Source: an optimization exercise on an open RTL-to-GDS flow (aim: small area). Production flows keep margins and buffers that such runs may drop. Function was checked by simulation only, so behaviour that the tests miss may differ from the original. Power is estimated from default activity; no workload was simulated.

**design/flow/config.mk**
```make
export PLATFORM = sky130hd
export DESIGN_NAME = pms_codec
export DESIGN_NICKNAME = pms_codec
export VERILOG_FILES = /design/flow/design.v
export SDC_FILE = /design/flow/constraint.sdc
export NUM_CORES = 4
export LEC_CHECK = 0
export CAP_MARGIN = 20
export CORE_MARGIN = 2
export CORE_UTILIZATION = 40
export SLEW_MARGIN = 20
export SYNTH_HIERARCHICAL = 1
```
**design/flow/constraint.sdc**
```tcl
create_clock -name core_clock -period 12.0 [get_ports {clk}]
set_input_delay 2.4000 -clock core_clock [delete_from_list [all_inputs] [get_ports {clk}]]
set_output_delay 2.4000 -clock core_clock [all_outputs]
set_load 0.01 [all_outputs]
```
**design/flow/design.v**
```verilog
module pms_codec #(
    parameter STRICT_LEN = 0
) (
    input             clk,
    input             rst,         
    input             req_valid,
    input      [31:0] req,
    output reg        rsp_valid,
    output reg [15:0] rsp_data
);
    localparam [7:0] START1 = 8'h42;
    localparam [7:0] START2 = 8'h4D;
    wire [3:0] func = req[31:28];
    wire fire = req_valid && !rst;
    wire mid_zero  = (req[27:8] == 20'd0);
    wire is_push   = fire && (func == 4'h1) && mid_zero;
    wire is_clr    = fire && (func == 4'h2) && mid_zero && (req[7:0] == 8'd0);
    wire is_decode = fire && (func == 4'h3) && mid_zero && (req[7:0] == 8'd0);
    wire is_encode = fire && (func == 4'h4) && (req[27:24] == 4'd0);
    wire is_regrd  = fire && (func == 4'h5) && mid_zero;
    wire [7:0] byte_in = req[7:0];
    reg [5:0]  rx_cnt;
    reg        rx_ovf;
    reg        d_done;
    reg        d_ok;
    reg        good;           
    reg [12:0] acc;            
    reg [7:0]  stage [0:23];   
    reg [15:0] meas  [0:11];
    wire cnt_full = rx_cnt[5];               
    wire push_in  = is_push && !cnt_full;
    wire at0      = (rx_cnt[4:0] == 5'd0);
    wire at1      = (rx_cnt[4:0] == 5'd1);
    wire at30     = (rx_cnt[4:0] == 5'd30);
    wire at31     = (rx_cnt[4:0] == 5'd31);
    wire m_st1  = (byte_in == START1);
    wire m_st2  = (byte_in == START2);
    wire m_cshi = (byte_in == {3'd0, acc[12:8]});
    wire m_cslo = (byte_in == acc[7:0]);
    wire match  = at0 ? m_st1 : at1 ? m_st2 : at30 ? m_cshi : at31 ? m_cslo : 1'b1;
    wire good_nxt = (at0 || good) && match;
    wire frame_ok = cnt_full && !rx_ovf && good;
    always @(posedge clk) begin
        if (rst) begin
            rx_ovf <= 1'b0;
            d_done <= 1'b0;
            d_ok   <= 1'b0;
        end else if (is_push) begin
            if (cnt_full)
                rx_ovf <= 1'b1;
        end else if (is_clr) begin
            rx_ovf <= 1'b0;
        end else if (is_decode) begin
            d_done <= 1'b1;
            d_ok   <= frame_ok;
            rx_ovf <= 1'b0;
        end
    end
    wire       cnt_clr = rst || is_clr || is_decode;
    wire [5:0] cnt_t;
    wire [4:0] cnt_s;
    assign cnt_t[0] = push_in;
    genvar gn;
    generate
        for (gn = 0; gn < 5; gn = gn + 1) begin : g_cnt
            pms_ha u_ha (.a(rx_cnt[gn]), .b(cnt_t[gn]), .s(cnt_s[gn]), .co(cnt_t[gn + 1]));
        end
    endgenerate
    always @(posedge clk)
        rx_cnt <= {6{!cnt_clr}} & {rx_cnt[5] | cnt_t[5], cnt_s};
    always @(posedge clk) begin
        if (push_in)
            good <= good_nxt;
    end
    wire [12:0] acc_a = acc & {13{!at0}};
    wire [7:0]  acc_b = byte_in & {8{push_in && !at30 && !at31}};
    wire [13:0] acc_c;
    wire [12:0] acc_nxt;
    assign acc_c[0] = 1'b0;
    genvar ga;
    generate
        for (ga = 0; ga < 13; ga = ga + 1) begin : g_acc
            if (ga == 0)
                pms_ha u_ha (.a(acc_a[ga]), .b(acc_b[ga]), .s(acc_nxt[ga]), .co(acc_c[ga + 1]));
            else if (ga < 8)
                pms_fa u_fa (.a(acc_a[ga]), .b(acc_b[ga]), .c(acc_c[ga]),
                             .s(acc_nxt[ga]), .co(acc_c[ga + 1]));
            else
                pms_ha u_ha (.a(acc_a[ga]), .b(acc_c[ga]), .s(acc_nxt[ga]), .co(acc_c[ga + 1]));
        end
    endgenerate
    always @(posedge clk)
        acc <= acc_nxt;
    wire shift_in = push_in && (rx_cnt[4:0] >= 5'd4) && (rx_cnt[4:0] <= 5'd27);
    integer i;
    always @(posedge clk) begin
        if (shift_in) begin
            for (i = 0; i < 23; i = i + 1)
                stage[i] <= stage[i + 1];
            stage[23] <= byte_in;
        end
    end
    integer k;
    always @(posedge clk) begin
        if (is_decode && frame_ok) begin
            for (k = 0; k < 12; k = k + 1)
                meas[k] <= {stage[2 * k], stage[2 * k + 1]};
        end
    end
    reg        tx_valid;
    reg [1:0]  tx_op;       
    reg [15:0] tx_data;
    wire [7:0] enc_op = req[23:16];
    wire op_ok = (enc_op == 8'hE1) || (enc_op == 8'hE2) || (enc_op == 8'hE4);
    always @(posedge clk) begin
        if (rst)
            tx_valid <= 1'b0;
        else if (is_encode)
            tx_valid <= op_ok;
    end
    always @(posedge clk) begin
        if (is_encode) begin
            tx_op   <= {enc_op[2], enc_op[2] | enc_op[1]};
            tx_data <= req[15:0];
        end
    end
    wire [7:0] tx_opb = {5'b11100, tx_op[1], tx_op[0] & ~tx_op[1], ~tx_op[0]};
    wire [8:0] cs_c;
    wire [7:0] cs_s;
    wire [9:0] tx_csum;
    assign cs_c[0] = tx_op[0];
    genvar gc;
    generate
        for (gc = 0; gc < 8; gc = gc + 1) begin : g_cs
            pms_fa u_fa (.a(tx_data[8 + gc]), .b(tx_data[gc]), .c(cs_c[gc]),
                         .s(cs_s[gc]), .co(cs_c[gc + 1]));
        end
    endgenerate
    wire cs_q2, cs_q3, cs_q4, cs_q8;
    wire cs_q5 = cs_s[4] | cs_q4;
    wire cs_q6 = cs_s[5] | cs_q5;
    wire cs_q7 = cs_s[6] | cs_q6;
    assign tx_csum[0] = cs_s[0];
    pms_ha    u_cs1 (.a(cs_s[1]), .b(tx_op[1]), .s(tx_csum[1]), .co(cs_q2));
    pms_ha    u_cs2 (.a(cs_s[2]), .b(cs_q2), .s(tx_csum[2]), .co(cs_q3));
    pms_ha    u_cs3 (.a(cs_s[3]), .b(cs_q3), .s(tx_csum[3]), .co(cs_q4));
    pms_xnor2 u_cs4 (.a(cs_s[4]), .b(cs_q4), .y(tx_csum[4]));
    pms_xnor2 u_cs5 (.a(cs_s[5]), .b(cs_q5), .y(tx_csum[5]));
    pms_xnor2 u_cs6 (.a(cs_s[6]), .b(cs_q6), .y(tx_csum[6]));
    pms_ha    u_cs7 (.a(cs_s[7]), .b(cs_q7), .s(tx_csum[7]), .co(cs_q8));
    pms_xnor2 u_cs8 (.a(cs_c[8]), .b(cs_q8), .y(tx_csum[8]));
    assign tx_csum[9] = cs_c[8] | cs_q8;
    reg [5:0] rd_num;
    always @(posedge clk) begin
        rd_num <= req[5:0];
        if (rst)
            rsp_valid <= 1'b0;
        else
            rsp_valid <= is_regrd;
    end
    wire [11:0] sm;                  
    wire [6:0]  st;                  
    wire [2:0]  ss;                  
    genvar gs;
    generate
        for (gs = 0; gs < 12; gs = gs + 1) begin : g_sm
            if (gs < 8)
                assign sm[gs] = rd_num[4] && !rd_num[3] && (rd_num[2:0] == gs);
            else
                assign sm[gs] = rd_num[4] && rd_num[3] && (rd_num[1:0] == gs - 8);
        end
        for (gs = 0; gs < 6; gs = gs + 1) begin : g_st
            assign st[gs] = !rd_num[4] && rd_num[5] && (rd_num[2:0] == gs);
        end
    endgenerate
    assign st[6] = !rd_num[4] && rd_num[5] && (rd_num[2:1] == 2'b11);
    assign ss[0] = !rd_num[4] && !rd_num[5] && (rd_num[1:0] == 2'd0);
    assign ss[1] = !rd_num[4] && !rd_num[5] && (rd_num[1:0] == 2'd1);
    assign ss[2] = !rd_num[4] && !rd_num[5] && rd_num[1];
    genvar gb, gk;
    generate
        for (gb = 0; gb < 8; gb = gb + 1) begin : g_hi
            wire [3:0] n;
            for (gk = 0; gk < 4; gk = gk + 1) begin : g_k
                pms_aoi222 u_aoi (
                    .a1(sm[3 * gk]),     .a2(meas[3 * gk][8 + gb]),
                    .b1(sm[3 * gk + 1]), .b2(meas[3 * gk + 1][8 + gb]),
                    .c1(sm[3 * gk + 2]), .c2(meas[3 * gk + 2][8 + gb]),
                    .y(n[gk]));
            end
            always @(*) rsp_data[8 + gb] = ~&n;
        end
    endgenerate
    wire [7:0] tx_cs_hi = {6'd0, tx_csum[9:8]};
    wire [7:0] stat0 = {6'd0, d_ok, d_done};
    wire [7:0] stat1 = {rx_ovf, 1'b0, rx_cnt};
    wire [7:0] const_lo = {st[2], st[0] | st[1] | st[2], st[2], 1'b0, st[1],
                           st[1] | st[2] & tx_opb[2], st[0] | st[2] & tx_opb[1],
                           st[1] | st[2] & tx_opb[0]};
    generate
        for (gb = 0; gb < 8; gb = gb + 1) begin : g_lo
            wire [5:0] n;
            for (gk = 0; gk < 4; gk = gk + 1) begin : g_k
                pms_aoi222 u_aoi (
                    .a1(sm[3 * gk]),     .a2(meas[3 * gk][gb]),
                    .b1(sm[3 * gk + 1]), .b2(meas[3 * gk + 1][gb]),
                    .c1(sm[3 * gk + 2]), .c2(meas[3 * gk + 2][gb]),
                    .y(n[gk]));
            end
            pms_aoi222 u_tx (
                .a1(st[3]), .a2(tx_data[8 + gb]),
                .b1(st[4]), .b2(tx_data[gb]),
                .c1(st[6]), .c2(tx_csum[gb]),
                .y(n[4]));
            assign n[5] = ~(st[5] & tx_cs_hi[gb] | ss[0] & stat0[gb] |
                            ss[1] & stat1[gb] | ss[2] & (gb == 0 ? tx_valid : 1'b0));
            always @(*) rsp_data[gb] = ~&n | const_lo[gb];
        end
    endgenerate
endmodule
module pms_aoi222 (
    input  a1, a2, b1, b2, c1, c2,
    output y
);
    assign y = ~(a1 & a2 | b1 & b2 | c1 & c2);
endmodule
module pms_fa (
    input  a, b, c,
    output s, co
);
    assign s  = a ^ b ^ c;
    assign co = a & b | c & (a ^ b);
endmodule
module pms_ha (
    input  a, b,
    output s, co
);
    assign s  = a ^ b;
    assign co = a & b;
endmodule
module pms_xnor2 (
    input  a, b,
    output y
);
    assign y = ~(a ^ b);
endmodule
```
**design/flow/flow/run.sh**
```bash
#!/bin/bash
# Standard layout, with two changes made through ORFS's own variables:
#  * the port buffers are sky130_fd_sc_hd__buf_1 (every port still gets one);
#  * clock tree synthesis runs without dummy loads.
# Each step's full output is in orfs/logs/; make's own output is in make.log.
set -euo pipefail
cts_args="-sink_clustering_enable -repair_clock_nets -dont_use_dummy_load"
cts_args="$cts_args -buf_list sky130_fd_sc_hd__clkbuf_8 -sink_clustering_size 24 -sink_clustering_max_diameter 45"
bash standard.sh \
    "BUFFER_PORTS_ARGS=-buffer_cell sky130_fd_sc_hd__buf_1" \
    "CTS_ARGS=$cts_args" \
    finish > make.log 2>&1
```
**design/flow/standard.sh**
```bash
#!/bin/bash
# synth_recipe.tcl (not shown) runs the flow's synth.tcl, then flattens the netlist and writes it again
# the make line also repeats each setting of config.mk as NAME=value (left out here)
make -C /OpenROAD-flow-scripts/flow DESIGN_CONFIG=/design/flow/config.mk WORK_HOME=/design/flow/orfs CLKGATE_MAP_FILE= SYNTH_SCRIPT=/design/flow/synth_recipe.tcl "${@:-finish}"
```
==> results of run 1 <==
## per-stage QoR
stage,power (mW),cell area [um2],hold WS [ns]
finish,2.41,16600,0.392
global route,2.50,16600,0.406
CTS,2.44,16600,0.394
detailed placement,1.72,16100,0.408
global placement,1.72,16100,0.403
floorplan,1.69,15100,0.400
## cell usage after synthesis, types with 5 or more instances
cell,count
edfxtp_1,403
a222oi_1,72
dfxtp_1,30
nor2_1,21
fa_1,15
ha_1,15
nand4_1,15
nor2b_1,14
and2_1,13
nand2_1,10
nor3_1,9
nor4_1,9
xnor2_1,9
xor2_1,9
nand3_1,8
and3_1,7
a21oi_1,6
clkbuf_1,5
o21ai_0,5
## per-module statistics from Yosys (local to each module, per instance)
module | area, um2 | copies in the design
pms_aoi222 | 10.0 | 72
pms_ha | 12.5 | 15
pms_xnor2 | 8.76 | 4
pms_codec | 13900 | 1
pms_fa | 20.0 | 15
## state kept, by name, summed over array words and instances (netlist names)
| signal | cells |
|---|---|
| acc | 13 |
| d_done | 1 |
| d_ok | 1 |
| good | 1 |
| meas | 192 |
| rd_num | 6 |
| rsp_valid | 1 |
| rx_cnt | 6 |
| rx_ovf | 1 |
| stage | 192 |
| tx_data | 16 |
| tx_op | 2 |
| tx_valid | 1 |
## metal layers
metal | track usage | vias up | wire length, um
met5 | 0 | - | 0
met4 | 0.0390 | 0 | 534
met3 | 0.0261 | 41 | 1750
met2 | 0.230 | 248 | 13300
met1 | 0.211 | 3666 | 13000
li1 | - | 3242 | -
## path summary, 6_finish.rpt
check               startpoint           end  cells past startpoint
setup / recovery    tx_data[8]   rsp_data[7]                     12
hold / removal    stage[13][3]  stage[12][3]                      0
setup reg to reg     rx_cnt[3]       acc[12]                     17
hold reg to reg   stage[13][3]  stage[12][3]                      0
## cell families after synthesis
| logic type | synth area share |
|---|---|
| adders and majority gates | 0.0323 |
| AOI/OAI and AO/OA | 0.0589 |
| muxes | 0.00141 |
| and+or+nand+nor | 0.0547 |
| xor gates and xnor gates | 0.0104 |
| DFF | 0.840 |
| buffers and inverters | 0.00199 |
## final cells by class
| type | instances | area share |
|---|---|---|
| Clock buffer | 40 | 0.0331 |
| Inverter | 3 | 0.000676 |
| Multi-Input combinational cell | 284 | 0.145 |
| Sequential cell | 433 | 0.763 |
| Tap cell | 511 | 0.0384 |
| Timing Repair Buffer | 69 | 0.0198 |
## power by group through the flow
stage | Combinational (mW) | Clock, mW | Sequential (mW)
3_5_place_dp | 0.0543 | 0 | 1.66
6_report | 0.0536 | 0.733 | 1.63
2_1_floorplan | 0.0257 | 0 | 1.66
3_3_place_gp | 0.0540 | 0 | 1.66
4_1_cts | 0.0545 | 0.760 | 1.63
5_1_grt | 0.0578 | 0.817 | 1.63
==> impl_metrics.prom, run 1 <==
# TYPE chip_impl_metric gauge
chip_impl_metric{name="drt_pre_antenna_iters",unit=""} 5
chip_impl_metric{name="syn-cell-area",unit="um2"} 15100
chip_impl_metric{name="ir_worst_vdd",unit="mV"} 0.0701
chip_impl_metric{name="gp_congestion",unit=""} 0.779
chip_impl_metric{name="regArea",unit="um2"} 12700
chip_impl_metric{name="holdBufCountCts",unit=""} 0
chip_impl_metric{name="reg2reg_slack",unit="ns"} 6.21
chip_impl_metric{name="std_cell_rows",unit=""} 71
chip_impl_metric{name="overflow_left_after_global_routing",unit=""} 0
chip_impl_metric{name="synthArstFlopShare",unit=""} 0
chip_impl_metric{name="critical-path-max-stage-delay",unit="ns"} 0.47
chip_impl_metric{name="syn-instance-count",unit=""} 725
chip_impl_info{name="end_kind",value="primary output"} 1
chip_impl_metric{name="yosys_register_bits",unit=""} 433
chip_impl_metric{name="design.final.nets",unit=""} 896
chip_impl_metric{name="fin_cells",unit=""} 1340
chip_impl_metric{name="antenna_cells",unit=""} 0
chip_impl_metric{name="hpwl_after_detailed_placement",unit="um"} 17900
chip_impl_info{name="cts-root-buf",value="clkbuf_8"} 1
chip_impl_metric{name="gr-usage-all-layers",unit=""} 0.146
chip_impl_metric{name="via_count",unit=""} 7197
chip_impl_metric{name="clockBufferDepth",unit=""} 3
chip_impl_info{name="synthTopCellsByArea",value="edfxtp_1 80%, a222oi_1 4.8%, dfxtp_1 4.0%"} 1
chip_impl_info{name="status",value="timing/DRC/antenna clean"} 1
chip_impl_metric{name="dieWidth",unit="um"} 198
chip_impl_metric{name="grt_antenna_before_repair",unit=""} 0
chip_impl_info{name="largest_delay_share_family_worst_path",value="adder cells"} 1
chip_impl_metric{name="place.detailed.instances",unit=""} 1300
chip_impl_metric{name="initialDrtViolationCount",unit=""} 1006
chip_impl_metric{name="cts-resized-gates",unit=""} 0
chip_impl_metric{name="pwr-share-comb",unit=""} 0.022
chip_impl_info{name="crit_path_start_kind",value="flip-flop"} 1
chip_impl_metric{name="drtAntennaViolNets",unit=""} 0
chip_impl_metric{name="grt_max_degree",unit=""} 87
chip_impl_metric{name="synth_sequential_area_ratio",unit=""} 0.840
chip_impl_metric{name="postLayoutSetupSlackWorst",unit="ns"} 4.13
chip_impl_metric{name="net_count_after_synthesis",unit=""} 790
chip_impl_info{name="min-delay-path-class",value="reg -> reg"} 1
chip_impl_metric{name="areaGrowthSynthToFinish",unit="%"} 10.1
chip_impl_metric{name="fraction_of_power_spent_switching_nets",unit=""} 0.196
chip_impl_metric{name="cts_post_setup_buffers_inserted",unit=""} 0
chip_impl_metric{name="synth_top_area_frac",unit=""} 0.801
chip_impl_metric{name="ys.warnings.count",unit=""} 11
chip_impl_metric{name="routed_wl",unit="um"} 28700
chip_impl_info{name="rsz0062_at_grt",value="no"} 1
chip_impl_metric{name="setup_tns",unit="ns"} 0
chip_impl_metric{name="seq_power_share",unit=""} 0.674
chip_impl_info{name="worstPathCellList",value="fa_1, fa_1, fa_1, fa_1, fa_1, fa_1, fa_1, fa_1, ha_1, a222oi_1, nand4_1, buf_1"} 1
chip_impl_metric{name="internal_power",unit="mW"} 1.94
chip_impl_metric{name="start_util",unit=""} 0.404
chip_impl_metric{name="wire_per_inst",unit="um"} 21.4
chip_impl_info{name="leading_cell_type_in_the_layout_fill_and_taps_excluded",value="edfxtp_1"} 1
chip_impl_metric{name="drv.max_cap_violation_count",unit=""} 0
chip_impl_metric{name="slew_violations",unit=""} 0
chip_impl_metric{name="number_of_sinks_driven_by_the_clock_tree",unit=""} 433
chip_impl_info{name="cts_tree",value="built"} 1
chip_impl_metric{name="reported_leakage_power",unit="nW"} 5.12
chip_impl_metric{name="synth_cell_types",unit=""} 49
chip_impl_metric{name="slew_headroom",unit=""} 0.305
chip_impl_metric{name="num-fill-cells",unit=""} 3177
chip_impl_metric{name="total_power_per_unit_cell_area",unit="nW/um2"} 145
chip_impl_info{name="cpMaxStageDelayCell",value="fa_1"} 1
chip_impl_info{name="cpMostUsedCell",value="fa_1"} 1
chip_impl_metric{name="total_switching_power",unit="mW"} 0.473
chip_impl_metric{name="via_count_of_the_first_global_routing_pass",unit=""} 7177
chip_impl_metric{name="worst_slack_at_placement",unit="ns"} 4.66
chip_impl_metric{name="post_synth.cell_area_avg",unit="um2"} 20.8
chip_impl_metric{name="clock_insertion_delay_worst_skew",unit="ns"} 0.58
chip_impl_metric{name="grt_pass1_wl",unit="um"} 43000
chip_impl_metric{name="cts_htree_levels",unit=""} 2
chip_impl_metric{name="tightestPinTransition",unit="ns"} 1.04
chip_impl_metric{name="cts.reportedPaths.clkPinSlew",unit="ns"} 0.08
chip_impl_metric{name="finalCoreUtilization",unit=""} 0.445
chip_impl_metric{name="drc",unit=""} 0
chip_impl_info{name="mostFrequentLayoutCells",value="403 x edfxtp_1, 72 x a222oi_1, 51 x buf_1"} 1
chip_impl_metric{name="vias_per_cell",unit=""} 5.37
chip_impl_metric{name="required",unit="ns"} 9.60
chip_impl_metric{name="clock_period_minus_worst_slack",unit="ns"} 7.87
chip_impl_metric{name="worstPathArrival",unit="ns"} 5.47
chip_impl_metric{name="timing.critical_path.fanout_max",unit=""} 2
chip_impl_metric{name="worst_clock_skew",unit="ns"} 0.0600
chip_impl_metric{name="core_area",unit="um2"} 37400
chip_impl_metric{name="cts-buffers-inserted",unit=""} 40
chip_impl_metric{name="multiInputGateArea",unit="um2"} 2410
chip_impl_metric{name="num_io_pins",unit=""} 52
chip_impl_metric{name="place.port_buffers",unit=""} 51
chip_impl_metric{name="number_of_enable_flip_flop_cells_after_synthesis",unit=""} 403
chip_impl_metric{name="finalHoldViolations",unit=""} 0
chip_impl_metric{name="timing.final.crit_share",unit=""} 0.656
chip_impl_metric{name="fmax",unit="MHz"} 127
chip_impl_metric{name="fp.dieArea",unit="um2"} 39400
chip_impl_metric{name="fp.dieH",unit="um"} 198
chip_impl_info{name="synth_ff_type",value="edfxtp_1"} 1
chip_impl_metric{name="drive_above_1_share",unit=""} 0.0917
chip_impl_metric{name="setup_viol",unit=""} 0
chip_impl_info{name="synth_top_area_cell",value="edfxtp_1"} 1
chip_impl_info{name="timing_worst_setup_path_type",value="reg -> out"} 1
chip_impl_metric{name="critical_path_buf_inv_count",unit=""} 1
chip_impl_metric{name="pwr-share-clk",unit=""} 0.304
==> run 2, diff against run 1 <==
--- a/design/flow/flow/run.sh
+++ b/design/flow/flow/run.sh
@@ -7,3 +7,3 @@
 cts_args="-sink_clustering_enable -repair_clock_nets -dont_use_dummy_load"
-cts_args="$cts_args -buf_list sky130_fd_sc_hd__clkbuf_8 -sink_clustering_size 24 -sink_clustering_max_diameter 45"
+cts_args="$cts_args -buf_list sky130_fd_sc_hd__clkbuf_2 -sink_clustering_size 6 -sink_clustering_max_diameter 30"
 bash standard.sh \
==> impl_metrics.prom, run 2 <==
# TYPE chip_impl_metric gauge
chip_impl_metric{name="worst_clock_skew",unit="ns"} 0.0939
chip_impl_metric{name="num-fill-cells",unit=""} 3216
chip_impl_metric{name="start_util",unit=""} 0.404
chip_impl_metric{name="hpwl_after_detailed_placement",unit="um"} 17900
chip_impl_info{name="min-delay-path-class",value="reg -> reg"} 1
chip_impl_metric{name="syn-cell-area",unit="um2"} 15100
chip_impl_metric{name="grt_pass1_wl",unit="um"} 44000
chip_impl_info{name="synth_ff_type",value="edfxtp_1"} 1
chip_impl_metric{name="initialDrtViolationCount",unit=""} 935
chip_impl_metric{name="num_io_pins",unit=""} 52
chip_impl_metric{name="cts_htree_levels",unit=""} 3
chip_impl_metric{name="postLayoutSetupSlackWorst",unit="ns"} 3.80
chip_impl_info{name="reg_top3",value="meas (192), stage (192), tx_data (16)"} 1
chip_impl_metric{name="std_cell_rows",unit=""} 71
chip_impl_info{name="leading_cell_type_in_the_layout_fill_and_taps_excluded",value="edfxtp_1"} 1
chip_impl_metric{name="drc",unit=""} 0
chip_impl_metric{name="total_power_per_unit_cell_area",unit="nW/um2"} 141
chip_impl_metric{name="syn-instance-count",unit=""} 725
chip_impl_metric{name="fmax",unit="MHz"} 122
chip_impl_metric{name="fin_cells",unit=""} 1390
chip_impl_metric{name="timing.critical_path.fanout_max",unit=""} 2
chip_impl_metric{name="grt_antenna_before_repair",unit=""} 1
chip_impl_metric{name="slew_headroom",unit=""} 0.301
chip_impl_metric{name="internal_power",unit="mW"} 1.83
chip_impl_metric{name="hold_slack",unit="ns"} 0.379
chip_impl_metric{name="gr-usage-all-layers",unit=""} 0.151
chip_impl_metric{name="holdBufCountCts",unit=""} 0
chip_impl_metric{name="total_switching_power",unit="mW"} 0.505
chip_impl_metric{name="number_of_sinks_driven_by_the_clock_tree",unit=""} 433
chip_impl_metric{name="worstPathArrival",unit="ns"} 5.80
chip_impl_metric{name="synthArstFlopShare",unit=""} 0
chip_impl_info{name="crit_path_start_kind",value="flip-flop"} 1
chip_impl_metric{name="post_synth.cell_area_avg",unit="um2"} 20.8
chip_impl_metric{name="drtAntennaViolNets",unit=""} 0
chip_impl_metric{name="overflow_left_after_global_routing",unit=""} 0
chip_impl_metric{name="setup_viol",unit=""} 0
chip_impl_metric{name="worst_slack_at_placement",unit="ns"} 4.66
chip_impl_metric{name="routed_wl",unit="um"} 29100
chip_impl_metric{name="tightestPinTransition",unit="ns"} 1.05
chip_impl_info{name="timing_worst_setup_path_type",value="reg -> out"} 1
chip_impl_info{name="mostFrequentLayoutCells",value="403 x edfxtp_1, 89 x clkbuf_2, 72 x a222oi_1"} 1
chip_impl_metric{name="cts-buffers-inserted",unit=""} 89
chip_impl_info{name="cts_tree",value="built"} 1
chip_impl_metric{name="required",unit="ns"} 9.60
chip_impl_metric{name="number_of_enable_flip_flop_cells_after_synthesis",unit=""} 403
chip_impl_info{name="status",value="timing/DRC/antenna clean"} 1
chip_impl_info{name="most_numerous_cell_in_the_yosys_netlist",value="edfxtp_1"} 1
chip_impl_metric{name="timing.final.crit_share",unit=""} 0.683
chip_impl_metric{name="ys.warnings.count",unit=""} 11
chip_impl_metric{name="gp_congestion",unit=""} 0.779
chip_impl_metric{name="clock_insertion_delay_worst_skew",unit="ns"} 0.87
chip_impl_metric{name="dieWidth",unit="um"} 198
chip_impl_metric{name="wire_per_inst",unit="um"} 20.9
chip_impl_metric{name="pwr-share-comb",unit=""} 0.023
chip_impl_info{name="cts-root-buf",value="clkbuf_2"} 1
chip_impl_metric{name="totalPowerFinal",unit="mW"} 2.34
chip_impl_metric{name="via_count_of_the_first_global_routing_pass",unit=""} 7542
chip_impl_metric{name="drive_above_1_share",unit=""} 0.142
chip_impl_metric{name="slew_violations",unit=""} 0
chip_impl_metric{name="ir_worst_vdd",unit="mV"} 0.0485
chip_impl_metric{name="clockBufferDepth",unit=""} 3
chip_impl_metric{name="seq_power_share",unit=""} 0.695
chip_impl_metric{name="design.final.nets",unit=""} 945
chip_impl_metric{name="place.detailed.instances",unit=""} 1300
chip_impl_metric{name="cts_post_setup_buffers_inserted",unit=""} 0
chip_impl_metric{name="grt_max_degree",unit=""} 87
chip_impl_metric{name="synth_sequential_area_ratio",unit=""} 0.840
chip_impl_metric{name="setup_tns",unit="ns"} 0
chip_impl_metric{name="synth_top_area_frac",unit=""} 0.801
chip_impl_metric{name="drv.max_cap_violation_count",unit=""} 0
chip_impl_info{name="end_kind",value="primary output"} 1
chip_impl_metric{name="place.port_buffers",unit=""} 51
chip_impl_metric{name="core_area",unit="um2"} 37400
chip_impl_metric{name="fraction_of_power_spent_switching_nets",unit=""} 0.216
chip_impl_metric{name="cts-resized-gates",unit=""} 0
chip_impl_metric{name="areaGrowthSynthToFinish",unit="%"} 9.46
chip_impl_metric{name="reported_leakage_power",unit="nW"} 5.21
chip_impl_info{name="synthTopCellsByArea",value="edfxtp_1 80%, a222oi_1 4.8%, dfxtp_1 4.0%"} 1
chip_impl_metric{name="yosys_register_bits",unit=""} 433
chip_impl_metric{name="synth_cell_types",unit=""} 49
chip_impl_metric{name="via_count",unit=""} 7422
chip_impl_metric{name="drt_pre_antenna_iters",unit=""} 7
chip_impl_metric{name="clock_period_minus_worst_slack",unit="ns"} 8.20
chip_impl_metric{name="net_count_after_synthesis",unit=""} 790
chip_impl_metric{name="vias_per_cell",unit=""} 5.34
chip_impl_metric{name="pwr-share-clk",unit=""} 0.282
chip_impl_info{name="synth_commonest_cells",value="403 x edfxtp_1, 72 x a222oi_1, 30 x dfxtp_1, 21 x nor2_1"} 1
chip_impl_metric{name="fp.dieH",unit="um"} 198
chip_impl_metric{name="fp.dieArea",unit="um2"} 39400
chip_impl_info{name="synth_top_area_cell",value="edfxtp_1"} 1
chip_impl_metric{name="finalHoldViolations",unit=""} 0
chip_impl_metric{name="cts.reportedPaths.clkPinSlew",unit="ns"} 0.11
chip_impl_info{name="rsz0062_at_grt",value="no"} 1
-- run 2: metal layers --
layer / vias up / global-route usage / share of wire
li1: 3378 / - / -
met1: 3705 / 0.211 / 0.45
met2: 306 / 0.231 / 0.47
met3: 33 / 0.0373 / 0.073
met4: 0 / 0.0524 / 0.014
met5: - / 0 / 0
-- run 2: stage by stage --
step	utilization	instance area, um2
after floorplan	-	15100
after global placement	0.430	16100
after detailed placement	0.430	16100
after CTS	0.442	16500
after global routing	0.442	16500
final	0.442	16500
-- run 2: cell type report --
cell class | count | area, um2 | share of cell area
Clock buffer | 89 | 445 | 0.0269
Timing Repair Buffer | 69 | 330 | 0.0200
Tap cell | 511 | 639 | 0.0386
Sequential cell | 433 | 12700 | 0.768
Antenna cell | 1 | 2.50 | 0.000151
Multi-Input combinational cell | 284 | 2410 | 0.146
Inverter | 3 | 11.3 | 0.000681
-- run 2: kinds of logic after synthesis --
group | Yosys count | synth area share
buf+inv | 8 | 0.00199
flops | 433 | 0.840
fa+ha+maj | 30 | 0.0323
mux | 2 | 0.00141
compound gates | 96 | 0.0589
xor+xnor | 18 | 0.0104
simple gates | 138 | 0.0547
-- run 2: final timing paths --
check / startpoint / endpoint / slack [ns] / depth (start not counted)
setup / recovery: tx_data[8] / rsp_data[7] / 3.80 / 12
hold / removal: stage[6][6] / meas[3][14] / 0.38 / 0
setup reg to reg: rx_cnt[3] / acc[12] / 6.29 / 17
hold reg to reg: stage[6][6] / meas[3][14] / 0.38 / 0
-- run 2: critical path, cell delays in order (launching register included) --
cell      delay, ns
edfxtp_1       0.44
fa_1           0.47
fa_1           0.42
fa_1           0.40
fa_1           0.39
fa_1           0.39
fa_1           0.40
fa_1           0.40
fa_1           0.46
ha_1           0.30
a222oi_1       0.36
nand4_1        0.29
buf_1          0.21
-- run 2: Yosys stat by module, one instance, submodules excluded --
module | cells | copies in the design | cell area [um2] | flip-flops and latches
pms_aoi222 | 1 | 72 | 10.0 | 0
pms_codec | 619 | 1 | 13900 | 433
pms_fa | 1 | 15 | 20.0 | 0
pms_ha | 1 | 15 | 12.5 | 0
pms_xnor2 | 1 | 4 | 8.76 | 0
-- run 2: power groups by stage --
stage	clock, mW	sequential (mW)	combinational, mW
after CTS	0.693	1.63	0.0545
after floorplan	0	1.66	0.0257
after detailed placement	0	1.66	0.0543
final	0.659	1.63	0.0535
after global routing	0.761	1.63	0.0578
after global placement	0	1.66	0.0540
==> run 3, diff against run 2 <==
--- a/design/flow/design.v
+++ b/design/flow/design.v
@@ -93,3 +93,3 @@
         acc <= acc_nxt;
-    wire shift_in = push_in && (rx_cnt[4:0] >= 5'd4) && (rx_cnt[4:0] <= 5'd27);
+    wire shift_in = push_in && (rx_cnt[4:2] != 3'b111);
     integer i;
@@ -152,5 +152,5 @@
     assign tx_csum[9] = cs_c[8] | cs_q8;
-    reg [5:0] rd_num;
-    always @(posedge clk) begin
-        rd_num <= req[5:0];
+    reg [4:0] rd_num;
+    always @(posedge clk) begin
+        rd_num <= {req[4], req[4] ? req[3] : req[5], req[2:0]};
         if (rst)
@@ -172,9 +172,9 @@
         for (gs = 0; gs < 6; gs = gs + 1) begin : g_st
-            assign st[gs] = !rd_num[4] && rd_num[5] && (rd_num[2:0] == gs);
-        end
-    endgenerate
-    assign st[6] = !rd_num[4] && rd_num[5] && (rd_num[2:1] == 2'b11);
-    assign ss[0] = !rd_num[4] && !rd_num[5] && (rd_num[1:0] == 2'd0);
-    assign ss[1] = !rd_num[4] && !rd_num[5] && (rd_num[1:0] == 2'd1);
-    assign ss[2] = !rd_num[4] && !rd_num[5] && rd_num[1];
+            assign st[gs] = !rd_num[4] && rd_num[3] && (rd_num[2:0] == gs);
+        end
+    endgenerate
+    assign st[6] = !rd_num[4] && rd_num[3] && (rd_num[2:1] == 2'b11);
+    assign ss[0] = !rd_num[4] && !rd_num[3] && (rd_num[1:0] == 2'd0);
+    assign ss[1] = !rd_num[4] && !rd_num[3] && (rd_num[1:0] == 2'd1);
+    assign ss[2] = !rd_num[4] && !rd_num[3] && rd_num[1];
     genvar gb, gk;
--- a/design/flow/flow/run.sh
+++ b/design/flow/flow/run.sh
@@ -7,3 +7,3 @@
 cts_args="-sink_clustering_enable -repair_clock_nets -dont_use_dummy_load"
-cts_args="$cts_args -buf_list sky130_fd_sc_hd__clkbuf_2 -sink_clustering_size 6 -sink_clustering_max_diameter 30"
+cts_args="$cts_args -buf_list sky130_fd_sc_hd__clkbuf_4 -sink_clustering_size 12 -sink_clustering_max_diameter 40"
 bash standard.sh \
==> impl_metrics.prom, run 3 <==
# TYPE chip_impl_metric gauge
chip_impl_info{name="status",value="timing/DRC/antenna clean"} 1
chip_impl_metric{name="hpwl_after_detailed_placement",unit="um"} 17400
chip_impl_metric{name="drive_above_1_share",unit=""} 0.100
chip_impl_metric{name="start_util",unit=""} 0.403
chip_impl_metric{name="fp.dieH",unit="um"} 198
chip_impl_metric{name="grt_max_degree",unit=""} 80
chip_impl_metric{name="vias_per_cell",unit=""} 5.39
chip_impl_metric{name="fp.dieArea",unit="um2"} 39200
chip_impl_info{name="end_kind",value="primary output"} 1
chip_impl_metric{name="place.detailed.instances",unit=""} 1300
chip_impl_info{name="cts-root-buf",value="clkbuf_4"} 1
chip_impl_metric{name="number_of_sinks_driven_by_the_clock_tree",unit=""} 432
chip_impl_info{name="rsz0062_at_grt",value="no"} 1
chip_impl_metric{name="design.final.nets",unit=""} 906
chip_impl_metric{name="via_count_of_the_first_global_routing_pass",unit=""} 7226
chip_impl_info{name="cts_tree",value="built"} 1
chip_impl_metric{name="worstPathArrival",unit="ns"} 5.57
chip_impl_metric{name="fin_cells",unit=""} 1351
chip_impl_metric{name="grt_pass1_wl",unit="um"} 43400
chip_impl_metric{name="drt_pre_antenna_iters",unit=""} 8
chip_impl_info{name="synthTopCellsByArea",value="edfxtp_1 80%, a222oi_1 4.8%, dfxtp_1 3.9%"} 1
chip_impl_metric{name="slew_violations",unit=""} 0
chip_impl_metric{name="fmax",unit="MHz"} 125
chip_impl_info{name="min-delay-path-class",value="reg -> reg"} 1
chip_impl_metric{name="drc",unit=""} 0
chip_impl_metric{name="timing.final.crit_share",unit=""} 0.664
chip_impl_metric{name="ys.warnings.count",unit=""} 11
chip_impl_metric{name="synth_sequential_area_ratio",unit=""} 0.842
chip_impl_info{name="worstPathCellList",value="fa_1, fa_1, fa_1, fa_1, fa_1, fa_1, fa_1, fa_1, ha_1, a222oi_1, nand4_1, buf_1"} 1
chip_impl_metric{name="required",unit="ns"} 9.60
chip_impl_metric{name="number_of_enable_flip_flop_cells_after_synthesis",unit=""} 403
chip_impl_metric{name="drv.max_cap_violation_count",unit=""} 0
chip_impl_metric{name="overflow_left_after_global_routing",unit=""} 0
chip_impl_metric{name="wire_per_inst",unit="um"} 21.2
chip_impl_info{name="crit_path_start_kind",value="flip-flop"} 1
chip_impl_metric{name="num-fill-cells",unit=""} 3284
chip_impl_metric{name="post_synth.cell_area_avg",unit="um2"} 20.8
chip_impl_metric{name="synthArstFlopShare",unit=""} 0
chip_impl_info{name="cpMaxStageDelayCell",value="edfxtp_1"} 1
chip_impl_metric{name="cts-resized-gates",unit=""} 0
chip_impl_metric{name="totalPowerFinal",unit="mW"} 2.30
chip_impl_metric{name="gr-usage-all-layers",unit=""} 0.148
chip_impl_metric{name="slew_headroom",unit=""} 0.322
chip_impl_metric{name="holdBufCountCts",unit=""} 0
chip_impl_metric{name="net_count_after_synthesis",unit=""} 789
chip_impl_metric{name="timing.critical_path.fanout_max",unit=""} 3
chip_impl_metric{name="worst_clock_skew",unit="ns"} 0.0713
chip_impl_metric{name="synth_top_area_frac",unit=""} 0.803
chip_impl_metric{name="via_count",unit=""} 7279
chip_impl_info{name="reg_top3",value="meas (192), stage (192), tx_data (16)"} 1
chip_impl_metric{name="tightestPinTransition",unit="ns"} 1.02
chip_impl_info{name="mostFrequentLayoutCells",value="403 x edfxtp_1, 72 x a222oi_1, 51 x buf_1"} 1
chip_impl_info{name="leading_cell_type_in_the_layout_fill_and_taps_excluded",value="edfxtp_1"} 1
chip_impl_metric{name="syn-cell-area",unit="um2"} 15100
chip_impl_metric{name="gp_congestion",unit=""} 0.799
chip_impl_metric{name="cts-buffers-inserted",unit=""} 50
chip_impl_metric{name="dieWidth",unit="um"} 198
chip_impl_info{name="cpMostUsedCell",value="fa_1"} 1
chip_impl_metric{name="syn-instance-count",unit=""} 724
chip_impl_metric{name="clock_period_minus_worst_slack",unit="ns"} 7.97
chip_impl_metric{name="drtAntennaViolNets",unit=""} 0
chip_impl_metric{name="cts.reportedPaths.clkPinSlew",unit="ns"} 0.11
chip_impl_metric{name="synth_cell_types",unit=""} 45
chip_impl_metric{name="std_cell_rows",unit=""} 71
chip_impl_metric{name="finalHoldViolations",unit=""} 0
chip_impl_metric{name="place.port_buffers",unit=""} 51
chip_impl_metric{name="routed_wl",unit="um"} 28600
chip_impl_metric{name="setup_viol",unit=""} 0
chip_impl_info{name="timing_worst_setup_path_type",value="reg -> out"} 1
chip_impl_info{name="synth_ff_type",value="edfxtp_1"} 1
chip_impl_metric{name="areaGrowthSynthToFinish",unit="%"} 9.13
chip_impl_metric{name="ir_worst_vdd",unit="mV"} 0.0690
chip_impl_metric{name="core_area",unit="um2"} 37400
chip_impl_metric{name="yosys_register_bits",unit=""} 432
chip_impl_metric{name="hold_slack",unit="ns"} 0.363
chip_impl_metric{name="setup_tns",unit="ns"} 0
chip_impl_info{name="synth_top_area_cell",value="edfxtp_1"} 1
chip_impl_info{name="synth_commonest_cells",value="403 x edfxtp_1, 72 x a222oi_1, 29 x dfxtp_1, 21 x nor2_1, 17 x nand4_1"} 1
chip_impl_metric{name="critical-path-max-stage-delay",unit="ns"} 0.48
chip_impl_info{name="most_numerous_cell_in_the_yosys_netlist",value="edfxtp_1"} 1
chip_impl_metric{name="num_io_pins",unit=""} 52
chip_impl_metric{name="cts_htree_levels",unit=""} 2
chip_impl_metric{name="total_power_per_unit_cell_area",unit="nW/um2"} 140
chip_impl_metric{name="clockBufferDepth",unit=""} 3
chip_impl_metric{name="reported_leakage_power",unit="nW"} 5.07
chip_impl_metric{name="cts_post_setup_buffers_inserted",unit=""} 0
chip_impl_metric{name="grt_antenna_before_repair",unit=""} 1
chip_impl_metric{name="initialDrtViolationCount",unit=""} 1043
chip_impl_metric{name="clock_insertion_delay_worst_skew",unit="ns"} 0.74
[run 3: cell count changes after synthesis, moves of 3 or more]
| cell | before | now |
|---|---|---|
| nor3b_1 | 4 | 1 |
| xnor2_1 | 9 | 5 |
| nor3_1 | 9 | 12 |
| xor2_1 | 9 | 13 |
[run 3: metrics by stage]
stage	utilization	worst slack, ns	instance area, um2
after detailed placement	0.429	4.64	16100
after global placement	0.429	4.76	16100
after global routing	0.440	3.79	16400
after floorplan	-	0.172	15100
final	0.440	4.03	16400
after CTS	0.439	3.95	16400
[run 3: report_power, final]
part	switching, mW	internal, mW	leakage (nW)	total [mW]
sequential	0.00257	1.62	3.86	1.62
combinational	0.0387	0.0194	0.985	0.0581
clock	0.428	0.192	0.230	0.620
[run 3: cell families (layout without fill, tap and decap cells)]
kind of cell	count (synthesis)	in the layout	synth area share
fa+ha+maj	30	30	0.0324
flops	432	432	0.842
compound gates	96	96	0.0578
xor+xnor	18	18	0.0105
buf+inv	10	125	0.00249
simple gates	136	136	0.0535
mux	2	2	0.00141
other cells	0	1	0
[run 3: per-layer routing]
layer	part of all wire	GRT usage	wire, um
met1	0.45	0.212	12900
met2	0.47	0.230	13300
met3	0.066	0.0319	1890
met4	0.018	0.0443	511
met5	0	0	0
[run 3: path summary, 6_finish.rpt]
path              depth (start not counted)        start     endpoint  slack (ns)
setup / recovery                         12     tx_op[0]  rsp_data[7]        4.03
hold reg to reg                           0  stage[0][6]  meas[0][14]        0.36
setup reg to reg                         16    rx_cnt[3]      acc[12]        6.14
hold / removal                            0  stage[0][6]  meas[0][14]        0.36
[run 3: layout make-up]
type	count	area (um2)	area share
Antenna cell	1	2.50	0.000152
Sequential cell	432	12700	0.772
Multi-Input combinational cell	282	2380	0.145
Timing Repair Buffer	70	334	0.0203
Clock buffer	50	375	0.0228
Tap cell	511	639	0.0389
Inverter	5	23.8	0.00145
[run 3: critical path: cells and delay by family, from the launching register on]
family / cells / cell delay (ns)
adders and majority gates: 9 / 3.62
DFF: 1 / 0.48
AOI/OAI and AO/OA: 1 / 0.34
and+or+nand+nor: 1 / 0.27
buffers and inverters: 1 / 0.20
[run 3: modules after synthesis (local to each module, per instance)]
module	flip-flops and latches	copies in the design
pms_codec	432	1
pms_fa	0	15
pms_ha	0	15
pms_aoi222	0	72
pms_xnor2	0	4
==> run 4, diff against run 3 <==
--- a/design/flow/flow/run.sh
+++ b/design/flow/flow/run.sh
@@ -7,3 +7,3 @@
 cts_args="-sink_clustering_enable -repair_clock_nets -dont_use_dummy_load"
-cts_args="$cts_args -buf_list sky130_fd_sc_hd__clkbuf_4 -sink_clustering_size 12 -sink_clustering_max_diameter 40"
+cts_args="$cts_args -buf_list sky130_fd_sc_hd__clkbuf_4 -sink_clustering_size 11 -sink_clustering_max_diameter 45"
 bash standard.sh \
==> impl_metrics.prom, run 4 <==
# TYPE chip_impl_metric gauge
chip_impl_metric{name="cts_htree_levels",unit=""} 2
chip_impl_metric{name="overflow_left_after_global_routing",unit=""} 0
chip_impl_info{name="cpMostUsedCell",value="fa_1"} 1
chip_impl_metric{name="std_cell_rows",unit=""} 71
chip_impl_info{name="worst_hold_startpoint",value="stage[0][6]"} 1
chip_impl_metric{name="via_count_of_the_first_global_routing_pass",unit=""} 7266
chip_impl_metric{name="number_of_sinks_driven_by_the_clock_tree",unit=""} 432
chip_impl_metric{name="setup_tns",unit="ns"} 0
chip_impl_metric{name="clockBufferDepth",unit=""} 3
chip_impl_info{name="timing_worst_setup_path_type",value="reg -> out"} 1
chip_impl_metric{name="worst_clock_skew",unit="ns"} 0.0525
chip_impl_metric{name="yosys_register_bits",unit=""} 432
chip_impl_metric{name="num_io_pins",unit=""} 52
chip_impl_metric{name="fp.dieH",unit="um"} 198
chip_impl_metric{name="synth_top_area_frac",unit=""} 0.803
chip_impl_metric{name="total_power_per_unit_cell_area",unit="nW/um2"} 140
chip_impl_info{name="reg_top3",value="meas (192), stage (192), tx_data (16)"} 1
chip_impl_metric{name="design.final.nets",unit=""} 905
chip_impl_metric{name="timing.critical_path.fanout_max",unit=""} 3
chip_impl_metric{name="grt_max_degree",unit=""} 80
chip_impl_metric{name="reg2reg_depth",unit=""} 16
chip_impl_metric{name="ir_worst_vdd",unit="mV"} 0.0630
chip_impl_metric{name="start_util",unit=""} 0.403
chip_impl_metric{name="grt_pass1_wl",unit="um"} 43800
chip_impl_info{name="crit_path_start_kind",value="flip-flop"} 1
chip_impl_metric{name="critical-path-max-stage-delay",unit="ns"} 0.49
chip_impl_metric{name="cts.reportedPaths.clkPinSlew",unit="ns"} 0.11
chip_impl_info{name="worstPathCellList",value="fa_1, fa_1, fa_1, fa_1, fa_1, fa_1, fa_1, fa_1, ha_1, a222oi_1, nand4_1, buf_1"} 1
chip_impl_metric{name="critical_path_buf_inv_count",unit=""} 1
chip_impl_metric{name="reg2reg_slack",unit="ns"} 6.17
chip_impl_metric{name="clock_insertion_delay_worst_skew",unit="ns"} 0.67
chip_impl_metric{name="reported_leakage_power",unit="nW"} 5.07
chip_impl_metric{name="hpwl_after_detailed_placement",unit="um"} 17400
chip_impl_metric{name="gp_congestion",unit=""} 0.799
chip_impl_info{name="synth_commonest_cells",value="403 x edfxtp_1, 72 x a222oi_1, 29 x dfxtp_1, 21 x nor2_1, 17 x nand4_1"} 1
chip_impl_info{name="synth_top_area_cell",value="edfxtp_1"} 1
chip_impl_info{name="cts-root-buf",value="clkbuf_4"} 1
chip_impl_info{name="status",value="timing/DRC/antenna clean"} 1
chip_impl_metric{name="ys.warnings.count",unit=""} 11
chip_impl_info{name="hold_path_end",value="meas[0][14]"} 1
chip_impl_info{name="leading_cell_type_in_the_layout_fill_and_taps_excluded",value="edfxtp_1"} 1
chip_impl_metric{name="seq_power_share",unit=""} 0.708
chip_impl_info{name="synth_ff_type",value="edfxtp_1"} 1
chip_impl_metric{name="worstPathArrival",unit="ns"} 5.60
chip_impl_metric{name="internal_power",unit="mW"} 1.83
chip_impl_metric{name="syn-cell-area",unit="um2"} 15100
chip_impl_metric{name="fin_cells",unit=""} 1350
chip_impl_metric{name="net_count_after_synthesis",unit=""} 789
chip_impl_info{name="worst_r2r_src",value="rx_cnt[3]"} 1
chip_impl_metric{name="initialDrtViolationCount",unit=""} 937
chip_impl_metric{name="fraction_of_power_spent_switching_nets",unit=""} 0.202
chip_impl_metric{name="fmax",unit="MHz"} 125
chip_impl_metric{name="syn-instance-count",unit=""} 724
chip_impl_metric{name="place.detailed.instances",unit=""} 1300
chip_impl_metric{name="clock_period_minus_worst_slack",unit="ns"} 8.00
chip_impl_metric{name="core_area",unit="um2"} 37400
chip_impl_metric{name="total_switching_power",unit="mW"} 0.464
chip_impl_metric{name="place.port_buffers",unit=""} 51
chip_impl_metric{name="synth_sequential_area_ratio",unit=""} 0.842
chip_impl_metric{name="fp.dieArea",unit="um2"} 39200
chip_impl_metric{name="routed_wl",unit="um"} 28300
chip_impl_metric{name="cts-resized-gates",unit=""} 0
chip_impl_metric{name="number_of_enable_flip_flop_cells_after_synthesis",unit=""} 403
chip_impl_info{name="largest_delay_share_family_worst_path",value="adder cells"} 1
chip_impl_metric{name="synthArstFlopShare",unit=""} 0
chip_impl_info{name="mostFrequentLayoutCells",value="403 x edfxtp_1, 72 x a222oi_1, 51 x buf_1"} 1
chip_impl_metric{name="cts_post_setup_buffers_inserted",unit=""} 0
chip_impl_metric{name="drc",unit=""} 0
chip_impl_metric{name="pwr-share-comb",unit=""} 0.025
chip_impl_metric{name="finalHoldViolations",unit=""} 0
chip_impl_metric{name="via_count",unit=""} 7283
chip_impl_metric{name="areaGrowthSynthToFinish",unit="%"} 9.08
chip_impl_info{name="cts_tree",value="built"} 1
chip_impl_metric{name="slew_headroom",unit=""} 0.317
chip_impl_metric{name="synth_cell_types",unit=""} 45
chip_impl_metric{name="slew_violations",unit=""} 0
chip_impl_metric{name="vias_per_cell",unit=""} 5.39
chip_impl_metric{name="timing.hold.worst_path_depth",unit=""} 0
chip_impl_metric{name="dieWidth",unit="um"} 198
chip_impl_info{name="r2r-end",value="acc[12]"} 1
chip_impl_info{name="rsz0062_at_grt",value="no"} 1
chip_impl_info{name="cpMaxStageDelayCell",value="edfxtp_1"} 1
chip_impl_metric{name="drtAntennaViolNets",unit=""} 0
chip_impl_metric{name="wire_per_inst",unit="um"} 21.0
chip_impl_info{name="most_numerous_cell_in_the_yosys_netlist",value="edfxtp_1"} 1
chip_impl_metric{name="drv.max_cap_violation_count",unit=""} 0
chip_impl_metric{name="cts-buffers-inserted",unit=""} 49
chip_impl_info{name="end_kind",value="primary output"} 1
chip_impl_metric{name="gr-usage-all-layers",unit=""} 0.149
chip_impl_metric{name="setup_viol",unit=""} 0
chip_impl_metric{name="grt_antenna_before_repair",unit=""} 1
chip_impl_metric{name="hold_slack",unit="ns"} 0.368
chip_impl_metric{name="pwr-share-clk",unit=""} 0.266
chip_impl_info{name="synthTopCellsByArea",value="edfxtp_1 80%, a222oi_1 4.8%, dfxtp_1 3.9%"} 1
chip_impl_metric{name="drt_pre_antenna_iters",unit=""} 7
chip_impl_metric{name="post_synth.cell_area_avg",unit="um2"} 20.8
chip_impl_metric{name="required",unit="ns"} 9.60
chip_impl_info{name="min-delay-path-class",value="reg -> reg"} 1
chip_impl_metric{name="tightestPinTransition",unit="ns"} 1.02
chip_impl_metric{name="timing.final.crit_share",unit=""} 0.666
chip_impl_metric{name="holdBufCountCts",unit=""} 0
chip_impl_metric{name="drive_above_1_share",unit=""} 0.0990
-- run 4: layout make-up --
type | instances | area [um2]
antenna | 1 | 2.50
fill | 3269 | 21000
sequential | 432 | 12700
inverter | 5 | 23.8
multi-input combinational | 282 | 2380
tap | 511 | 639
timing repair buffer | 70 | 334
clock buffer | 49 | 368
-- run 4: cell families (layout without fill, tap and decap cells) --
group	count (synthesis)	after routing	synth area share
AOI/OAI and AO/OA	96	96	0.0578
xor gates and xnor gates	18	18	0.0105
adders and majority gates	30	30	0.0324
buffers and inverters	10	124	0.00249
DFF	432	432	0.842
muxes	2	2	0.00141
other	0	1	0
and+or+nand+nor	136	136	0.0535
-- run 4: power groups by stage --
stage	Combinational (mW)	Clock [mW]	Sequential, mW
4_1_cts	0.0592	0.642	1.62
5_1_grt	0.0638	0.698	1.62
3_3_place_gp	0.0588	0	1.66
6_report	0.0582	0.611	1.62
3_5_place_dp	0.0590	0	1.66
2_1_floorplan	0.0285	0	1.66
-- run 4: layer usage --
metal / track usage / wire length [um] / part of all wire / vias to the layer above
met1: 0.212 / 12600 / 0.44 / 3678
met5: 0 / 0 / 0 / -
met2: 0.233 / 13300 / 0.47 / 271
li1: - / - / - / 3297
met3: 0.0315 / 1930 / 0.068 / 37
met4: 0.0407 / 451 / 0.016 / 0
-- run 4: worst register-to-register path, delay by kind of cell, from the launching register on --
kind                     cells  cell delay (ns)
flip-flops                   1             0.39
AND/OR/NAND/NOR              3             1.39
adder cells (fa/ha/maj)     13             3.92
-- run 4: per-module statistics from Yosys, one instance, submodules excluded --
module	flops+latches	area, um2	cells	copies in the design
pms_aoi222	0	10.0	1	72
pms_codec	432	13800	618	1
pms_ha	0	12.5	1	15
pms_xnor2	0	8.76	1	4
pms_fa	0	20.0	1	15
-- run 4: worst max path at each step --
stage / startpoint / endpoint / slack [ns] / cells after the start
3_3_place_gp: req[18] / acc[12] / 4.76 / 19
4_1_cts: tx_op[0] / rsp_data[7] / 3.96 / 12
2_1_floorplan: req[25] / stage[0][0] / 0.17 / 5
3_5_place_dp: req[18] / acc[12] / 4.64 / 19
6_report: tx_op[0] / rsp_data[7] / 4.00 / 12
5_1_grt: tx_op[0] / rsp_data[7] / 3.78 / 12
-- run 4: stage by stage --
step                utilization  cell area [um2]  power (mW)  worst slack [ns]
floorplan                     -            15100        1.68             0.172
global placement          0.429            16100        1.72              4.76
detailed placement        0.429            16100        1.72              4.64
CTS                       0.439            16400        2.32              3.96
global route              0.439            16400        2.39              3.78
finish                    0.439            16400        2.29              4.00
==> run 5, diff against run 4 <==
--- a/design/flow/flow/run.sh
+++ b/design/flow/flow/run.sh
@@ -7,3 +7,3 @@
 cts_args="-sink_clustering_enable -repair_clock_nets -dont_use_dummy_load"
-cts_args="$cts_args -buf_list sky130_fd_sc_hd__clkbuf_4 -sink_clustering_size 11 -sink_clustering_max_diameter 45"
+cts_args="$cts_args -buf_list sky130_fd_sc_hd__clkbuf_4 -sink_clustering_size 10 -sink_clustering_max_diameter 45"
 bash standard.sh \
--- a/design/flow/config.mk
+++ b/design/flow/config.mk
@@ -10,2 +10,3 @@
 export CORE_UTILIZATION = 40
+export GPL_TIMING_DRIVEN = 0
 export SLEW_MARGIN = 20
==> impl_metrics.prom, run 5 <==
# TYPE chip_impl_metric gauge
chip_impl_metric{name="post_synth_mux_area_share",unit=""} 0.00141
chip_impl_info{name="rsz0062_at_grt",value="no"} 1
chip_impl_metric{name="total_power_per_unit_cell_area",unit="nW/um2"} 138
chip_impl_metric{name="share_of_the_synthesized_area_in_compound_gates_ao_oa_aoi_oai",unit=""} 0.0578
chip_impl_metric{name="num-fill-cells",unit=""} 3197
chip_impl_metric{name="holdBufCountCts",unit=""} 0
chip_impl_metric{name="timing.final.crit_share",unit=""} 0.672
chip_impl_metric{name="drc",unit=""} 0
chip_impl_metric{name="required",unit="ns"} 9.60
chip_impl_info{name="worst_r2r_src",value="rx_cnt[2]"} 1
chip_impl_metric{name="fp.dieH",unit="um"} 198
chip_impl_metric{name="hpwl_after_detailed_placement",unit="um"} 18900
chip_impl_metric{name="fmax",unit="MHz"} 124
chip_impl_info{name="timing_worst_setup_path_type",value="reg -> out"} 1
chip_impl_info{name="synth_top_family_by_area",value="compound AO/OA/AOI/OAI gates"} 1
chip_impl_metric{name="drt_pre_antenna_iters",unit=""} 5
chip_impl_metric{name="design.final.nets",unit=""} 925
chip_impl_info{name="worst_hold_startpoint",value="stage[21][4]"} 1
chip_impl_metric{name="num_io_pins",unit=""} 52
chip_impl_metric{name="cts-buffers-inserted",unit=""} 52
chip_impl_metric{name="wire_per_inst",unit="um"} 21.0
chip_impl_metric{name="number_of_sinks_driven_by_the_clock_tree",unit=""} 432
chip_impl_metric{name="synth_sequential_area_ratio",unit=""} 0.842
chip_impl_metric{name="number_of_enable_flip_flop_cells_after_synthesis",unit=""} 403
chip_impl_info{name="reg_top3",value="meas (192), stage (192), tx_data (16)"} 1
chip_impl_metric{name="initialDrtViolationCount",unit=""} 919
chip_impl_metric{name="drv.max_cap_violation_count",unit=""} 0
chip_impl_info{name="synth_commonest_cells",value="403 x edfxtp_1, 72 x a222oi_1, 29 x dfxtp_1, 21 x nor2_1, 17 x nand4_1"} 1
chip_impl_metric{name="std_cell_rows",unit=""} 71
chip_impl_metric{name="cts_post_setup_buffers_inserted",unit=""} 0
chip_impl_metric{name="gp_congestion",unit=""} 0.817
chip_impl_info{name="cts_tree",value="built"} 1
chip_impl_metric{name="slew_headroom",unit=""} 0.326
chip_impl_metric{name="setup_tns",unit="ns"} 0
chip_impl_metric{name="cts.reportedPaths.clkPinSlew",unit="ns"} 0.10
chip_impl_info{name="synthTopCellsByArea",value="edfxtp_1 80%, a222oi_1 4.8%, dfxtp_1 3.9%"} 1
chip_impl_metric{name="synth_cell_types",unit=""} 45
chip_impl_metric{name="wl_met1",unit="um"} 12800
chip_impl_metric{name="grt_antenna_before_repair",unit=""} 1
chip_impl_info{name="crit_path_start_kind",value="flip-flop"} 1
chip_impl_metric{name="seq_power_share",unit=""} 0.701
chip_impl_metric{name="worstPathArrival",unit="ns"} 5.66
chip_impl_metric{name="pwr-share-clk",unit=""} 0.272
chip_impl_metric{name="via_count",unit=""} 7274
chip_impl_info{name="synth_ff_type",value="edfxtp_1"} 1
chip_impl_metric{name="pwr-share-comb",unit=""} 0.027
chip_impl_metric{name="wl_met2",unit="um"} 13200
chip_impl_metric{name="syn-instance-count",unit=""} 724
chip_impl_metric{name="finalHoldViolations",unit=""} 0
chip_impl_metric{name="cts-resized-gates",unit=""} 0
chip_impl_metric{name="grt_max_degree",unit=""} 110
chip_impl_metric{name="cts_htree_levels",unit=""} 2
chip_impl_metric{name="drive_above_1_share",unit=""} 0.125
chip_impl_info{name="most_numerous_cell_in_the_yosys_netlist",value="edfxtp_1"} 1
chip_impl_metric{name="hold_slack",unit="ns"} 0.404
chip_impl_metric{name="routed_wl",unit="um"} 28800
chip_impl_metric{name="reported_leakage_power",unit="nW"} 5.19
chip_impl_metric{name="net_count_after_synthesis",unit=""} 789
chip_impl_metric{name="finalCoreUtilization",unit=""} 0.448
chip_impl_metric{name="dieWidth",unit="um"} 198
chip_impl_metric{name="place.detailed.instances",unit=""} 1317
chip_impl_info{name="end_kind",value="primary output"} 1
chip_impl_metric{name="areaGrowthSynthToFinish",unit="%"} 11.2
chip_impl_metric{name="worst_clock_skew",unit="ns"} 0.0578
chip_impl_metric{name="synth_top_area_frac",unit=""} 0.803
chip_impl_info{name="mostFrequentLayoutCells",value="403 x edfxtp_1, 72 x a222oi_1, 52 x clkbuf_4"} 1
chip_impl_metric{name="fin_cells",unit=""} 1370
chip_impl_metric{name="overflow_left_after_global_routing",unit=""} 0
chip_impl_metric{name="ys.warnings.count",unit=""} 11
chip_impl_metric{name="total_switching_power",unit="mW"} 0.474
chip_impl_metric{name="synthArstFlopShare",unit=""} 0
chip_impl_metric{name="fin_area",unit="um2"} 16800
chip_impl_metric{name="fraction_of_the_mapped_netlist_area_in_simple_logic_gates",unit=""} 0.0535
chip_impl_info{name="min-delay-path-class",value="reg -> reg"} 1
chip_impl_metric{name="gr-usage-all-layers",unit=""} 0.150
chip_impl_info{name="top_layer",value="met4"} 1
chip_impl_info{name="synth_top_area_cell",value="edfxtp_1"} 1
chip_impl_info{name="leading_cell_type_in_the_layout_fill_and_taps_excluded",value="edfxtp_1"} 1
chip_impl_metric{name="setup_viol",unit=""} 0
chip_impl_metric{name="tightestPinTransition",unit="ns"} 1.00
chip_impl_metric{name="clock_period_minus_worst_slack",unit="ns"} 8.06
chip_impl_metric{name="fraction_of_power_spent_switching_nets",unit=""} 0.205
chip_impl_metric{name="yosys.area_share.adder",unit=""} 0.0324
chip_impl_metric{name="totalPowerFinal",unit="mW"} 2.31
chip_impl_info{name="critical_path.startpoint",value="tx_op[0]"} 1
chip_impl_metric{name="vias_per_cell",unit=""} 5.31
chip_impl_metric{name="yosys_register_bits",unit=""} 432
chip_impl_metric{name="drtAntennaViolNets",unit=""} 0
chip_impl_metric{name="core_area",unit="um2"} 37400
chip_impl_metric{name="clock_insertion_delay_worst_skew",unit="ns"} 0.70
chip_impl_metric{name="internal_power",unit="mW"} 1.84
chip_impl_info{name="status",value="timing/DRC/antenna clean"} 1
chip_impl_metric{name="syn-cell-area",unit="um2"} 15100
chip_impl_metric{name="clockBufferDepth",unit=""} 3
chip_impl_metric{name="place.port_buffers",unit=""} 51
chip_impl_metric{name="placed_area",unit="um2"} 16400
chip_impl_info{name="cts-root-buf",value="clkbuf_4"} 1
chip_impl_metric{name="ir_worst_vdd",unit="mV"} 0.0629
chip_impl_metric{name="timing.critical_path.fanout_max",unit=""} 3
chip_impl_metric{name="post_synth.cell_area_avg",unit="um2"} 20.8
chip_impl_metric{name="dr_wl_met3",unit="um"} 2030
chip_impl_metric{name="fp.dieArea",unit="um2"} 39200
-- run 5: critical path, cell delays in order (launching register included) --
cell      delay [ns]
edfxtp_1        0.50
fa_1            0.44
fa_1            0.40
fa_1            0.41
fa_1            0.41
fa_1            0.39
fa_1            0.42
fa_1            0.41
fa_1            0.45
ha_1            0.30
a222oi_1        0.39
nand4_1         0.26
buf_1           0.20
-- run 5: cells by family (layout without fill, tap and decap cells) --
| group | count (synthesis) | in the layout |
|---|---|---|
| adder cells (fa/ha/maj) | 30 | 30 |
| buffers and inverters | 10 | 144 |
| flip-flops | 432 | 432 |
| other | 0 | 1 |
| AND/OR/NAND/NOR | 136 | 136 |
| XOR/XNOR | 18 | 18 |
| multiplexers | 2 | 2 |
| AO/OA/AOI/OAI | 96 | 96 |
-- run 5: power groups by stage --
stage	logic, mW	registers (mW)	clock network [mW]
2_1_floorplan	0.0285	1.66	0
3_3_place_gp	0.0591	1.66	0
3_5_place_dp	0.0634	1.66	0
4_1_cts	0.0636	1.62	0.657
5_1_grt	0.0680	1.62	0.710
6_report	0.0623	1.62	0.630
-- run 5: worst paths after layout --
kind | end | slack [ns] | depth (start not counted)
max | rsp_data[7] | 3.94 | 12
min | meas[10][4] | 0.40 | 0
max reg2reg | acc[12] | 6.59 | 16
min reg2reg | meas[10][4] | 0.40 | 0
-- run 5: final cells by class --
| class | count | area (um2) | share of cell area |
|---|---|---|---|
| flip-flops and latches | 432 | 12700 | 0.757 |
| multi-input cells | 282 | 2410 | 0.144 |
| well taps | 511 | 639 | 0.0382 |
| repair buffers | 82 | 579 | 0.0346 |
| clock buffers | 52 | 390 | 0.0233 |
| inverters | 5 | 26.3 | 0.00157 |
| plain buffers | 5 | 18.8 | 0.00112 |
| diodes | 1 | 2.50 | 0.000149 |
-- run 5: layer usage --
| metal | vias to the layer above | global-route usage |
|---|---|---|
| li1 | 3323 | - |
| met3 | 50 | 0.0361 |
| met2 | 247 | 0.231 |
| met4 | 0 | 0.0546 |
| met1 | 3654 | 0.208 |
| met5 | - | 0 |
-- run 5: Yosys stat by module (local to each module, per instance) --
module      flip-flops and latches  cell area (um2)
pms_aoi222                       0             10.0
pms_codec                      432            13800
pms_fa                           0             20.0
pms_ha                           0             12.5
pms_xnor2                        0             8.76

==> re-timing with driven ports <==
How much do the figures lean on ideal ports? The routed layouts below were timed once more, with nothing changed but the port constraints.
Step 1, drivers: a clkbuf_16 drives clk and a buf_2 each remaining input, both assumed.
Step 2, shift: input delay + t, output delay - t, t = (earliest + latest rising clock arrival at the registers) / 2. This alone moves slack from input paths to output paths.
Three values: ideal ports, drivers, drivers and shift; two values: the first two.
run	t (ns)	setup slack, ns	hold WS [ns]
run 1	0.588	4.126 / 4.083 / 4.618	0.392 / 0.392 / 0.392
run 2	0.865	3.799 / 3.757 / 4.622	0.379 / 0.379 / 0.379
run 3	0.743	4.032 / 3.985 / 4.642	0.363 / 0.363 / 0.363
run 4	0.697	4.002 / 3.957 / 4.654	0.368 / 0.368 / 0.368
run 5	0.732	3.936 / 3.891 / 4.527	0.404 / 0.404 / 0.404
After both steps every run listed still meets setup and hold.
